This design comes from an exercise in tuning for small area, a short achievable clock period and few clock cycles on the open sky130 flow, not from production work.
Function was checked by simulation only, so behaviour that the tests miss may differ from the original.

## flow/design.v (module list and top-level ports; edited modules follow where they fit)
// module wiau_mix: 6883 lines
module wiau_mix (
    input  wire         clk,
    input  wire         rst,
    input  wire         start,
    input  wire [1:0]   op,
    input  wire [255:0] a,
    input  wire [255:0] b,
    output wire         ready,
    output reg          done,
    output wire [255:0] res1,
    output wire [255:0] res2
);
  // ...
==> flow/run.sh <==
#!/bin/bash
# synth_recipe.tcl (not shown) runs the flow's synth.tcl, then flattens the netlist and writes it again
# the make line also repeats each setting of config.mk as NAME=value (left out here)
make -C /OpenROAD-flow-scripts/flow DESIGN_CONFIG=/design/flow/config.mk WORK_HOME=/design/flow/orfs CLKGATE_MAP_FILE= SYNTH_SCRIPT=/design/flow/synth_recipe.tcl finish
==> flow/config.mk <==
export PLATFORM = sky130hd
export DESIGN_NAME = wiau_mix
export DESIGN_NICKNAME = wiau_mix
export VERILOG_FILES = /design/flow/design.v
export SDC_FILE = /design/flow/constraint.sdc
export NUM_CORES = 4
export LEC_CHECK = 0
export CAP_MARGIN = 20
export CORE_MARGIN = 2
export CORE_UTILIZATION = 25
export PLACE_DENSITY = 0.45
export SLEW_MARGIN = 20
==> flow/constraint.sdc <==
create_clock -name core_clock -period 12.0 [get_ports {clk}]
set_input_delay 2.4000 -clock core_clock [delete_from_list [all_inputs] [get_ports {clk}]]
set_output_delay 2.4000 -clock core_clock [all_outputs]
set_load 0.01 [all_outputs]
==> notes.md, run 1 <==
YS warnings: 1
First Err: ERROR: TCL interpreter returned an error: Source files actually used in the design:
status: did not finish
Fail Step: 1_2_yosys
Testbench counts, summed over its fixed seeds: cycles 9,514.
==> inputs of run 2 (changes only) <==
--- a/flow/design.v
+++ b/flow/design.v
@@ -5,314 +5,201 @@
     input  wire [1:0]   op,
     input  wire [255:0] a,
     input  wire [255:0] b,
     output wire         ready,
     output reg          done,
     output wire [255:0] res1,
     output wire [255:0] res2
 );
-    function [255:0] rc;
-        input [3:0] k;
-        begin
-            case (k)
-                4'd0:    rc = 256'hA14517CC6B9457111EED5B8ADF128686144788148B18FDE030C00661B7D16E9D;
-                4'd1:    rc = 256'hB89BA24891F7B2E6EF3F8B62B71933E050C4A6157AB766CCFA2BA143E9029653;
-                4'd2:    rc = 256'hDAE07DE7F6269D97ED0DDB59924B141A0AE36687AA58C29FE8293AF2918F493B;
-                4'd3:    rc = 256'hF4DAEDD2C0C4EDDE50536BB743875DACFDB214852CCF272E53A3540F5E5AA011;
-                4'd4:    rc = 256'h8E55B096FCD22D4E3C1E6D49368331170AE1A0B51EA515B26EF98EFB6EBF35E3;
-                4'd5:    rc = 256'h967C447C6D8174067BC5196B06DC9887214AC2F50046DC650F9BFA326367AEB7;
-                4'd6:    rc = 256'hA48FE0A92BC653E6EC03C7ED7E59981B3E3A27D8D8E54797D607FE20B08D6175;
-                4'd7:    rc = 256'hAAC717B5769B604627896D0E27F2C11E281E73BE041F0383A937169045FB3849;
-                default: rc = 256'hB601EAA628C0C090AC51900EAB494A5C236EDD364B4DF8C45A0CDAED7DF05AED;
-            endcase
-        end
-    endfunction
-    reg         s_idle, s_prep, s_mult, s_x, s_z;
+    reg         s_idle, s_prep, s_mult, s_x, s_m2, s_w, s_z;
     reg [1:0]   opr;
-    reg [3:0]   rnd;         
-    reg [3:0]   jc;          
+    reg [8:0]   rs;          
+    reg [12:0]  js;          
     reg [259:0] RA, RB;      
+    reg [255:0] M;           
     reg [259:0] BL;          
     reg [277:0] S, C;        
     reg [9:0]   one, two, neg;   
     reg         cin;         
     reg         dcy;         
     reg         prevb;       
-    reg [19:0]  F0;          
+    reg         rd_a;        
     wire hst = opr[1];
+    wire last_round = rs[8];
+    wire x_next = s_x & hst & ~last_round;      
     assign ready = s_idle;
     assign res1  = RA[255:0];
     assign res2  = RB[255:0];
-    wire [255:0] m = hst ? rc(rnd) : RA[255:0];
+    wire [255:0] rcnx;
+    wire [19:0]  rcj;
     wire [256:0] pp0, pp1, pp2, pp3, pp4, pp5, pp6, pp7, pp8, pp9;
-    wire [256:0] m0 = {1'b0, m};
-    wire [256:0] m1 = {m, 1'b0};
+    wire [256:0] m0 = {1'b0, M};
+    wire [256:0] m1 = {M, 1'b0};
     assign pp0 = ((m0 & {257{one[0]}}) | (m1 & {257{two[0]}})) ^ {257{neg[0]}};
     assign pp1 = ((m0 & {257{one[1]}}) | (m1 & {257{two[1]}})) ^ {257{neg[1]}};
     assign pp2 = ((m0 & {257{one[2]}}) | (m1 & {257{two[2]}})) ^ {257{neg[2]}};
     assign pp3 = ((m0 & {257{one[3]}}) | (m1 & {257{two[3]}})) ^ {257{neg[3]}};
     assign pp4 = ((m0 & {257{one[4]}}) | (m1 & {257{two[4]}})) ^ {257{neg[4]}};
     assign pp5 = ((m0 & {257{one[5]}}) | (m1 & {257{two[5]}})) ^ {257{neg[5]}};
     assign pp6 = ((m0 & {257{one[6]}}) | (m1 & {257{two[6]}})) ^ {257{neg[6]}};
     assign pp7 = ((m0 & {257{one[7]}}) | (m1 & {257{two[7]}})) ^ {257{neg[7]}};
     assign pp8 = ((m0 & {257{one[8]}}) | (m1 & {257{two[8]}})) ^ {257{neg[8]}};
     assign pp9 = ((m0 & {257{one[9]}}) | (m1 & {257{two[9]}})) ^ {257{neg[9]}};
     wire [277:0] TS, TC;     
     wire [21:0]  rsum = {S[19:0], 1'b1} + {C[19:0], cin};
     wire [19:0]  ldig = rsum[20:1];
     wire         rcout = rsum[21];
-    wire [271:0] opa = s_z ? {16'd0, RA[255:0]} : S[271:0];
-    wire [271:0] opb = s_z ? {16'd0, BL[235:0], F0} : C[271:0];
-    wire [273:0] wsum = {opa, 1'b1} + {opb, (s_z ? 1'b0 : cin)};
+    wire [273:0] wsum = {S[271:0], 1'b1} + {C[271:0], cin};
     wire [271:0] R = wsum[272:1];
-    wire [255:0] L = {R[15:0], BL[259:20]};
-    wire [255:0] H = R[271:16];
+    wire [255:0] H = S[271:16];
+    wire [255:0] L = {S[15:0], BL[259:20]};
     wire [255:0] fold = H ^ L;
-    wire [37:0]  lsum = {S[35:0], 1'b1} + {C[35:0], cin};
-    wire [19:0]  fold0 = lsum[36:17] ^ BL[39:20];
-    wire         rd_a = s_x ? ~rnd[0] : rnd[0];      
-    wire [19:0]  da = s_prep ? RB[19:0] : (rd_a ? RA[19:0] : RB[19:0]);
-    wire [19:0]  db = s_x ? fold0 : BL[19:0];
-    wire         dci = s_mult ? dcy : 1'b0;
+    wire [19:0]  da = rd_a ? RA[19:0] : RB[19:0];
+    wire [19:0]  db = s_prep ? fold[19:0] : BL[19:0];
+    wire         dci = s_mult & dcy;
     wire [21:0]  dsum = {da, 1'b1} + {db, dci};
     wire [19:0]  tdig = dsum[20:1];
     wire         tcy = dsum[21];
-    wire [3:0]   rt = s_x ? rnd + 4'd1 : (s_prep ? 4'd0 : rnd);
-    wire [3:0]   jt = s_mult ? jc + 4'd1 : 4'd0;
-    wire [19:0]  rcx = hst ? rcd(rt, jt) : 20'd0;
+    wire [19:0]  rcx = ~hst ? 20'd0 : s_mult ? rcj : M[19:0];
     wire [19:0]  yraw = tdig ^ rcx;
-    wire [19:0]  y = (jt == 4'd12) ? {4'd0, yraw[15:0]} : yraw;
-    wire         yp = s_mult ? prevb : 1'b0;
-    wire [20:0]  yb = {y, yp};
-    wire [9:0]   e_one, e_two, e_neg;
-    genvar gi;
-    generate
-        for (gi = 0; gi < 10; gi = gi + 1) begin : benc
-            assign e_one[gi] = yb[2*gi+1] ^ yb[2*gi];
-            assign e_two[gi] = (yb[2*gi+2] & ~yb[2*gi+1] & ~yb[2*gi]) |
-                               (~yb[2*gi+2] & yb[2*gi+1] & yb[2*gi]);
-            assign e_neg[gi] = yb[2*gi+2];
-        end
-    endgenerate
-    wire last_round = (rnd == 4'd8);
-    wire dstep = s_prep | (s_mult & (jc != 4'd12)) | (s_x & hst & ~last_round);
+    wire [19:0]  y = (s_mult & js[11]) ? {4'd0, yraw[15:0]} : yraw;
+    wire         yp = s_mult & prevb;
+    wire [19:0]  y0 = b[19:0] ^ (op[1] ? RC0LO : 20'd0);
+    wire [9:0]   e_one, e_two, e_neg, i_one, i_two, i_neg;
+    booth_enc benc (.y(y), .yp(yp), .one(e_one), .two(e_two), .neg(e_neg));
+    booth_enc bidl (.y(y0), .yp(1'b0), .one(i_one), .two(i_two), .neg(i_neg));
+    wire dstep = s_prep | (s_mult & ~js[12]);
+    wire rodd_n = rs[0] | rs[2] | rs[4] | rs[6];     
     always @(posedge clk) begin
         if (rst) begin
             s_idle <= 1'b1;
             s_prep <= 1'b0;
             s_mult <= 1'b0;
             s_x    <= 1'b0;
+            s_m2   <= 1'b0;
+            s_w    <= 1'b0;
             s_z    <= 1'b0;
             done   <= 1'b0;
         end else begin
             done <= 1'b0;
             if (s_idle) begin
                 if (start) begin
                     s_idle <= 1'b0;
-                    s_prep <= 1'b1;
+                    s_mult <= 1'b1;
                 end
             end
             if (s_prep) begin
                 s_prep <= 1'b0;
                 s_mult <= 1'b1;
             end
-            if (s_mult && jc == 4'd12) begin
+            if (s_mult && js[12]) begin
                 s_mult <= 1'b0;
                 s_x    <= 1'b1;
             end
             if (s_x) begin
                 s_x <= 1'b0;
-                if (!hst) begin
-                    done   <= 1'b1;
-                    s_idle <= 1'b1;
-                end else if (last_round) begin
-                    s_z <= 1'b1;
-                end else begin
-                    s_mult <= 1'b1;
-                end
+                if (!hst)
+                    s_m2 <= 1'b1;
+                else if (last_round)
+                    s_w <= 1'b1;
+                else
+                    s_prep <= 1'b1;
+            end
+            if (s_m2) begin
+                s_m2   <= 1'b0;
+                done   <= 1'b1;
+                s_idle <= 1'b1;
+            end
+            if (s_w) begin
+                s_w <= 1'b0;
+                s_z <= 1'b1;
             end
             if (s_z) begin
                 s_z    <= 1'b0;
                 done   <= 1'b1;
                 s_idle <= 1'b1;
             end
         end
     end
     always @(posedge clk) begin
-        if (s_idle) begin
-            RA  <= {4'd0, a};
-            RB  <= {4'd0, b};
-            BL  <= 260'd0;
-            opr <= op;
-            rnd <= 4'd0;
-        end
-        if (s_prep | (s_x & hst & ~last_round)) begin
-            S   <= 278'd1 << 277;
-            C   <= 278'd0;
-            cin <= 1'b0;
-            jc  <= 4'd0;
-        end
         if (s_mult) begin
-            S   <= TS;
-            C   <= TC;
-            cin <= rcout;
-            BL  <= {ldig, BL[259:20]};
-            jc  <= jc + 4'd1;
-        end
-        if (dstep) begin
-            one   <= e_one;
-            two   <= e_two;
-            neg   <= e_neg;
-            dcy   <= tcy;
-            prevb <= y[19];
-            if (s_prep | ~rd_a)
-                RB <= {tdig, RB[259:20]};
-            else
-                RA <= {tdig, RA[259:20]};
+            S <= TS;
+            C <= TC;
+        end else if (s_x) begin
+            S <= {6'd0, R};
+            C <= 278'd0;
+        end else if (s_w) begin
+            S <= {22'd0, RA[255:0]};
+            C <= {22'd0, fold};
+        end else begin
+            S <= 278'd1 << 277;
+            C <= 278'd0;
         end
-        if (s_x) begin
-            if (!hst) begin
-                RA <= opr[0] ? {4'd0, fold} : {4'd0, L};
-                RB <= {4'd0, H};
-            end else begin
-                BL  <= {24'd0, fold[255:20]};
-                F0  <= fold[19:0];
-                rnd <= rnd + 4'd1;
-            end
+        cin <= s_mult & rcout;
+        js  <= s_mult ? {js[11:0], 1'b0} : 13'd1;
+        BL  <= s_mult ? {ldig, BL[259:20]} :
+               s_prep ? {24'd0, fold[255:20]} :
+               s_x    ? BL : 260'd0;
+        one   <= s_idle ? i_one : e_one;
+        two   <= s_idle ? i_two : e_two;
+        neg   <= s_idle ? i_neg : e_neg;
+        dcy   <= ~s_idle & tcy;
+        prevb <= s_idle ? y0[19] : y[19];
+        if (s_idle) begin
+            opr  <= op;
+            rs   <= 9'd1;
+            rd_a <= 1'b0;
+        end else if (x_next) begin
+            rs   <= {rs[7:0], 1'b0};
+            rd_a <= rodd_n;
         end
-        if (s_z)
+        if (s_idle)
+            M <= op[1] ? RC0 : a;
+        else if (x_next)
+            M <= rcnx;
+        if (s_idle)
+            RA <= {4'd0, a};
+        else if (dstep & rd_a)
+            RA <= {tdig, RA[259:20]};
+        else if (s_m2)
+            RA <= opr[0] ? {4'd0, fold} : {4'd0, L};
+        else if (s_z)
             RA <= {4'd0, R[255:0]};
+        if (s_idle)
+            RB <= {b[19:0], 4'd0, b[255:20]};
+        else if (dstep & ~rd_a)
+            RB <= {tdig, RB[259:20]};
+        else if (s_m2)
+            RB <= {4'd0, H};
     end
-    function [19:0] rcd;
-        input [3:0] r;
-        input [3:0] j;
-        begin
-            case ({r, j})
-                8'h00: rcd = 20'h16e9d;
-                8'h01: rcd = 20'h61b7d;
-                8'h02: rcd = 20'h0c006;
-                8'h03: rcd = 20'hfde03;
-                8'h04: rcd = 20'h48b18;
-                8'h05: rcd = 20'h47881;
-                8'h06: rcd = 20'h68614;
-                8'h07: rcd = 20'hdf128;
-                8'h08: rcd = 20'hd5b8a;
-                8'h09: rcd = 20'h111ee;
-                8'h0a: rcd = 20'hb9457;
-                8'h0b: rcd = 20'h17cc6;
-                8'h0c: rcd = 20'h0a145;
-                8'h10: rcd = 20'h29653;
-                8'h11: rcd = 20'h43e90;
-                8'h12: rcd = 20'ha2ba1;
-                8'h13: rcd = 20'h66ccf;
-                8'h14: rcd = 20'h57ab7;
-                8'h15: rcd = 20'hc4a61;
-                8'h16: rcd = 20'h3e050;
-                8'h17: rcd = 20'hb7193;
-                8'h18: rcd = 20'hf8b62;
-                8'h19: rcd = 20'he6ef3;
-                8'h1a: rcd = 20'h1f7b2;
-                8'h1b: rcd = 20'ha2489;
-                8'h1c: rcd = 20'h0b89b;
-                8'h20: rcd = 20'hf493b;
-                8'h21: rcd = 20'hf2918;
-                8'h22: rcd = 20'h8293a;
-                8'h23: rcd = 20'hc29fe;
-                8'h24: rcd = 20'h7aa58;
-                8'h25: rcd = 20'he3668;
-                8'h26: rcd = 20'h41a0a;
-                8'h27: rcd = 20'h924b1;
-                8'h28: rcd = 20'hddb59;
-                8'h29: rcd = 20'h97ed0;
-                8'h2a: rcd = 20'h6269d;
-                8'h2b: rcd = 20'h7de7f;
-                8'h2c: rcd = 20'h0dae0;
-                8'h30: rcd = 20'haa011;
-                8'h31: rcd = 20'h0f5e5;
-                8'h32: rcd = 20'h3a354;
-                8'h33: rcd = 20'h272e5;
-                8'h34: rcd = 20'h52ccf;
-                8'h35: rcd = 20'hb2148;
-                8'h36: rcd = 20'hdacfd;
-                8'h37: rcd = 20'h43875;
-                8'h38: rcd = 20'h36bb7;
-                8'h39: rcd = 20'hde505;
-                8'h3a: rcd = 20'h0c4ed;
-                8'h3b: rcd = 20'hedd2c;
-                8'h3c: rcd = 20'h0f4da;
-                8'h40: rcd = 20'hf35e3;
-                8'h41: rcd = 20'hfb6eb;
-                8'h42: rcd = 20'hef98e;
-                8'h43: rcd = 20'h15b26;
-                8'h44: rcd = 20'h51ea5;
-                8'h45: rcd = 20'he1a0b;
-                8'h46: rcd = 20'h1170a;
-                8'h47: rcd = 20'h36833;
-                8'h48: rcd = 20'he6d49;
-                8'h49: rcd = 20'h4e3c1;
-                8'h4a: rcd = 20'hcd22d;
-                8'h4b: rcd = 20'hb096f;
-                8'h4c: rcd = 20'h08e55;
-                8'h50: rcd = 20'h7aeb7;
-                8'h51: rcd = 20'h32636;
-                8'h52: rcd = 20'hf9bfa;
-                8'h53: rcd = 20'hdc650;
-                8'h54: rcd = 20'h50046;
-                8'h55: rcd = 20'h4ac2f;
-                8'h56: rcd = 20'h88721;
-                8'h57: rcd = 20'h06dc9;
-                8'h58: rcd = 20'h5196b;
-                8'h59: rcd = 20'h067bc;
-                8'h5a: rcd = 20'hd8174;
-                8'h5b: rcd = 20'h447c6;
-                8'h5c: rcd = 20'h0967c;
-                8'h60: rcd = 20'hd6175;
-                8'h61: rcd = 20'h20b08;
-                8'h62: rcd = 20'h607fe;
-                8'h63: rcd = 20'h4797d;
-                8'h64: rcd = 20'h8d8e5;
-                8'h65: rcd = 20'h3a27d;
-                8'h66: rcd = 20'h81b3e;
-                8'h67: rcd = 20'h7e599;
-                8'h68: rcd = 20'h3c7ed;
-                8'h69: rcd = 20'he6ec0;
-                8'h6a: rcd = 20'hbc653;
-                8'h6b: rcd = 20'he0a92;
-                8'h6c: rcd = 20'h0a48f;
-                8'h70: rcd = 20'hb3849;
-                8'h71: rcd = 20'h9045f;
-                8'h72: rcd = 20'h93716;
-                8'h73: rcd = 20'h0383a;
-                8'h74: rcd = 20'he041f;
-                8'h75: rcd = 20'h1e73b;
-                8'h76: rcd = 20'h11e28;
-                8'h77: rcd = 20'h27f2c;
-                8'h78: rcd = 20'h96d0e;
-                8'h79: rcd = 20'h46278;
-                8'h7a: rcd = 20'h69b60;
-                8'h7b: rcd = 20'h17b57;
-                8'h7c: rcd = 20'h0aac7;
-                8'h80: rcd = 20'h05aed;
-                8'h81: rcd = 20'hed7df;
-                8'h82: rcd = 20'ha0cda;
-                8'h83: rcd = 20'hf8c45;
-                8'h84: rcd = 20'h64b4d;
-                8'h85: rcd = 20'h6edd3;
-                8'h86: rcd = 20'ha5c23;
-                8'h87: rcd = 20'hab494;
-                8'h88: rcd = 20'h1900e;
-                8'h89: rcd = 20'h90ac5;
-                8'h8a: rcd = 20'h8c0c0;
-                8'h8b: rcd = 20'heaa62;
-                8'h8c: rcd = 20'h0b601;
-                default: rcd = 20'h00000;
-            endcase
-        end
-    endfunction
+    localparam [19:0] RC0LO = 20'h16e9d;
+    localparam [255:0] RC0 = 256'ha14517cc6b9457111eed5b8adf128686144788148b18fde030c00661b7d16e9d;
+    assign rcnx =
+        ({256{rs[0]}} & 256'hb89ba24891f7b2e6ef3f8b62b71933e050c4a6157ab766ccfa2ba143e9029653) |
+        ({256{rs[1]}} & 256'hdae07de7f6269d97ed0ddb59924b141a0ae36687aa58c29fe8293af2918f493b) |
+        ({256{rs[2]}} & 256'hf4daedd2c0c4edde50536bb743875dacfdb214852ccf272e53a3540f5e5aa011) |
+        ({256{rs[3]}} & 256'h8e55b096fcd22d4e3c1e6d49368331170ae1a0b51ea515b26ef98efb6ebf35e3) |
+        ({256{rs[4]}} & 256'h967c447c6d8174067bc5196b06dc9887214ac2f50046dc650f9bfa326367aeb7) |
+        ({256{rs[5]}} & 256'ha48fe0a92bc653e6ec03c7ed7e59981b3e3a27d8d8e54797d607fe20b08d6175) |
+        ({256{rs[6]}} & 256'haac717b5769b604627896d0e27f2c11e281e73be041f0383a937169045fb3849) |
+        ({256{rs[7]}} & 256'hb601eaa628c0c090ac51900eab494a5c236edd364b4df8c45a0cdaed7df05aed);
+    assign rcj =
+        ({20{js[0]}} & M[39:20]) |
+        ({20{js[1]}} & M[59:40]) |
+        ({20{js[2]}} & M[79:60]) |
+        ({20{js[3]}} & M[99:80]) |
+        ({20{js[4]}} & M[119:100]) |
+        ({20{js[5]}} & M[139:120]) |
+        ({20{js[6]}} & M[159:140]) |
+        ({20{js[7]}} & M[179:160]) |
+        ({20{js[8]}} & M[199:180]) |
+        ({20{js[9]}} & M[219:200]) |
+        ({20{js[10]}} & M[239:220]) |
+        ({20{js[11]}} & {4'd0, M[255:240]});
     wire t1, t2, t3, t4, t5, t6, t7, t8, t9, t10, t11, t12, t13, t14, t15, t16;
     wire t17, t18, t19, t20, t21, t22, t23, t24, t25, t26, t27, t28, t29, t30, t31, t32;
     wire t33, t34, t35, t36, t37, t38, t39, t40, t41, t42, t43, t44, t45, t46, t47, t48;
     wire t49, t50, t51, t52, t53, t54, t55, t56, t57, t58, t59, t60, t61, t62, t63, t64;
     wire t65, t66, t67, t68, t69, t70, t71, t72, t73, t74, t75, t76, t77, t78, t79, t80;
     wire t81, t82, t83, t84, t85, t86, t87, t88, t89, t90, t91, t92, t93, t94, t95, t96;
     wire t97, t98, t99, t100, t101, t102, t103, t104, t105, t106, t107, t108, t109, t110, t111, t112;
     wire t113, t114, t115, t116, t117, t118, t119, t120, t121, t122, t123, t124, t125, t126, t127, t128;
@@ -6876,8 +6763,26 @@
     assign TC[274] = t5661;
     assign TS[275] = ~neg[9];
     assign TC[275] = t5662;
     assign TS[276] = 1'b1;
     assign TC[276] = 1'b0;
     assign TS[277] = 1'b0;
     assign TC[277] = 1'b0;
 endmodule
+module booth_enc (
+    input  wire [19:0] y,
+    input  wire        yp,
+    output wire [9:0]  one,
+    output wire [9:0]  two,
+    output wire [9:0]  neg
+);
+    wire [20:0] yb = {y, yp};
+    genvar gi;
+    generate
+        for (gi = 0; gi < 10; gi = gi + 1) begin : enc
+            assign one[gi] = yb[2*gi+1] ^ yb[2*gi];
+            assign two[gi] = (yb[2*gi+2] & ~yb[2*gi+1] & ~yb[2*gi]) |
+                             (~yb[2*gi+2] & yb[2*gi+1] & yb[2*gi]);
+            assign neg[gi] = yb[2*gi+2];
+        end
+    endgenerate
+endmodule
==> flow/config.mk (replaced) <==
export PLATFORM = sky130hd
export DESIGN_NAME = wiau_mix
export DESIGN_NICKNAME = wiau_mix
export VERILOG_FILES = /design/flow/design.v
export SDC_FILE = /design/flow/constraint.sdc
export NUM_CORES = 4
export LEC_CHECK = 0
export CAP_MARGIN = 30
export CORE_MARGIN = 2
export CORE_UTILIZATION = 30
export PLACE_DENSITY = 0.5
export SETUP_SLACK_MARGIN = 5
export SLEW_MARGIN = 40
export TNS_END_PERCENT = 10
==> run 2 against run 1 <==
  * Now clean on timing, DRC and antenna
==> notes.md, run 2 <==
post-cts resize count: 0
Synth area leader: fa_1
H-Tree Depth: 4
critical path peak fanout: 6
endpoint class of the critical path: register
MaxCap Viol Count: 0
crit path time final: 6.79 ns
hold depth: 1
top cells by count, synth: 3134 x inv_1, 3070 x xnor2_1, 2869 x a22oi_1
routed wire length: 1520000 um
dpl cells: 32700
setup TNS: 0 ns
Min-Delay Path Class: register to register
Hold Path End: s_z$_SDFF_PP0_
largest net degree at the start of global routing: 205
drt via density: 6.21
startpoint types: register
Post-synth EDFFs: 1030
Max Root-Sink Buffers: 4
DP Worst Slack: 5.39 ns
post-synthesis sequential area ratio: 0.202
Cells after Synth: 24100
Placed Area: 233000 um^2
Final GP Congestion: 1.08
Largest regs: S x278, C x276
top_reg_cell synth: edfxtp_1
Setup WS post-layout: 5.21 ns
r2r setup slk: 5.21 ns
Die Area: 724000 um^2
num ports: 1031
setup skew after layout: 0.115 ns
Die X: 851 um
wire per inst: 45.6 um
CTS tree: built
R2R depth: 17
final setup fails: 0
area share of the largest cell type after synthesis: 0.238
initial cell density of the core: 0.300
final hold vios: 0
total core area: 716000 um^2
initial antenna violation count: 280
design area: 242000 um^2
YS warnings: 1 (unchanged)
Max-slew headroom: 0.184
first-pass GRT wire length: 1970000 um
terminus of the critical flop-to-flop path: RA[245]$_DFFE_PP_
CTS buffer count: 227
status: complete, no violations (was did not finish)
vias in the first global route: 197000
DR vias: 207000
IO buf count: 1030
row cnt: 311
Syn Area/Cell: 8.92 um^2
mapped cell area: 215000 um^2
most frequent cell after synthesis: inv_1
Worst Path Class, Setup: register to register
crit share post-route: 0.566
Synth-to-Final Area Change: 12.5%
worst-skew pair later-pin latency: 1.14 ns
clock slew at reported path FFs: 0.06 ns
die boundary height: 851 um
RSZ-0062 raised after global routing: no
Hold-fix buffers, CTS: 0
Post-Layout Cell Count: 33300
number of synthesized register bits: 1655
post-layout util: 0.338
remaining global-route overflow: 0
Setup Buffers After CTS: 0
clk sinks: 1655
Top reg by flops: S
Req. time, crit path: 12.81 ns
leading cell type in the layout, fill and taps excluded: inv_1
global-route usage over all layers: 0.404
DRC: 0
syn nets: 27700
HP Start: s_z$_SDFF_PP0_
asr flop ratio synth: 0
starting DRC count in detailed routing: 35100
library cells used by synthesis: 111
Crit Reg-Reg Startpoint: S[37]$_DFF_P_
most frequent cells in the layout: 3130 x inv_1, 3022 x xnor2_1, 2869 x a22oi_1
final hold slack: 0.431 ns
DR pass1 iterations: 10
Clock Tree Root: clkbuf_16
Routed Antenna Nets: 0
ranking of synthesized cells by area: fa_1 24%, edfxtp_1 14%, xnor2_1 12%
post-DP HPWL: 1160000 um
worst slew pin tran: 1.22 ns
fin nets: 27100
Crit. Startpoint: S[37]$_DFF_P_
Crit path arrival time: 7.60 ns
fraction of layout cells with a size suffix above 1: 0.0642
Max Clk Rate: 0.147 GHz
Slew Viols, Final: 0
flip-flop count of the largest register after layout: 278
run 2: worst max-delay path by stage:
stage | cells past startpoint | to | slack [ns]
finish | 17 | RA[245]$_DFFE_PP_ | 5.21
floorplan | 5 | BL[0]$_DFFE_PP_ | 4.28
detailed placement | 17 | RA[245]$_DFFE_PP_ | 5.39
CTS | 17 | RA[245]$_DFFE_PP_ | 5.28
global placement | 17 | RA[231]$_DFFE_PP_ | 4.80
global route | 17 | RA[245]$_DFFE_PP_ | 5.27
run 2: critical path, stage by stage (launching register included):
cell,delay (ns)
dfxtp_1,0.46
ha_1,0.55
nand4_1,0.63
or3_1,0.63
nor2_2,0.17
and4_1,0.29
o2111a_1,0.27
nor3b_1,0.07
buf_4,0.19
nor4_4,0.39
buf_4,0.37
a31oi_2,0.32
o21bai_4,0.58
a21oi_2,0.21
o41ai_2,0.59
a21boi_1,0.25
xor2_1,0.27
o21ai_0,0.12
run 2: layout make-up:
class / count / area (um^2)
fill: 74800 / 474000
inverter: 3138 / 11800
multi-input combinational: 16600 / 149000
antenna: 153 / 383
clock buffer: 299 / 6340
timing repair buffer: 1780 / 17200
sequential: 1655 / 43600
clock inverter: 129 / 1470
tap: 9546 / 11900
run 2: cells by family after synthesis:
logic type / synth area share
adder cells (fa/ha/maj): 0.271
flip-flops: 0.202
AND/OR/NAND/NOR: 0.0706
buffers and inverters: 0.111
AO/OA/AOI/OAI: 0.193
XOR/XNOR: 0.139
multiplexers: 0.0134
run 2: routing by layer:
layer | share of wire | GRT usage | vias up
li1 | - | - | 78700
met1 | 0.37 | 0.497 | 106000
met2 | 0.39 | 0.559 | 18200
met3 | 0.15 | 0.177 | 4418
met4 | 0.093 | 0.290 | 152
met5 | 0.0011 | 0.00564 | -
Testbench counts of run 2, summed over its fixed seeds: cycles 10,042.

## what the ideal ports hide
Ports are ideal in the flow. The routed layout listed here was re-timed in OpenROAD.
Step 1 (the two cells are an assumption about what drives the block):
set clk [get_ports {clk}]
set_driving_cell -lib_cell sky130_fd_sc_hd__clkbuf_16 $clk
set_driving_cell -lib_cell sky130_fd_sc_hd__buf_2 [delete_from_list [all_inputs] $clk]
Step 2, shift: input delay + t, output delay - t, t = (earliest + latest rising clock arrival at the registers) / 2. This alone moves slack from input paths to output paths.
a / b / c = ideal ports / drivers / drivers and shift; a / b = the first two.
run: run 2
shift t [ns]: 1.239
setup slack, ns: 5.212 / 5.212 / 5.212
worst setup path after step 2: register to register
After both steps setup and hold are still met in run 2. For run 2, drivers alone change the setup slack by 0.000 ns; drivers and shift together by 0.000 ns.
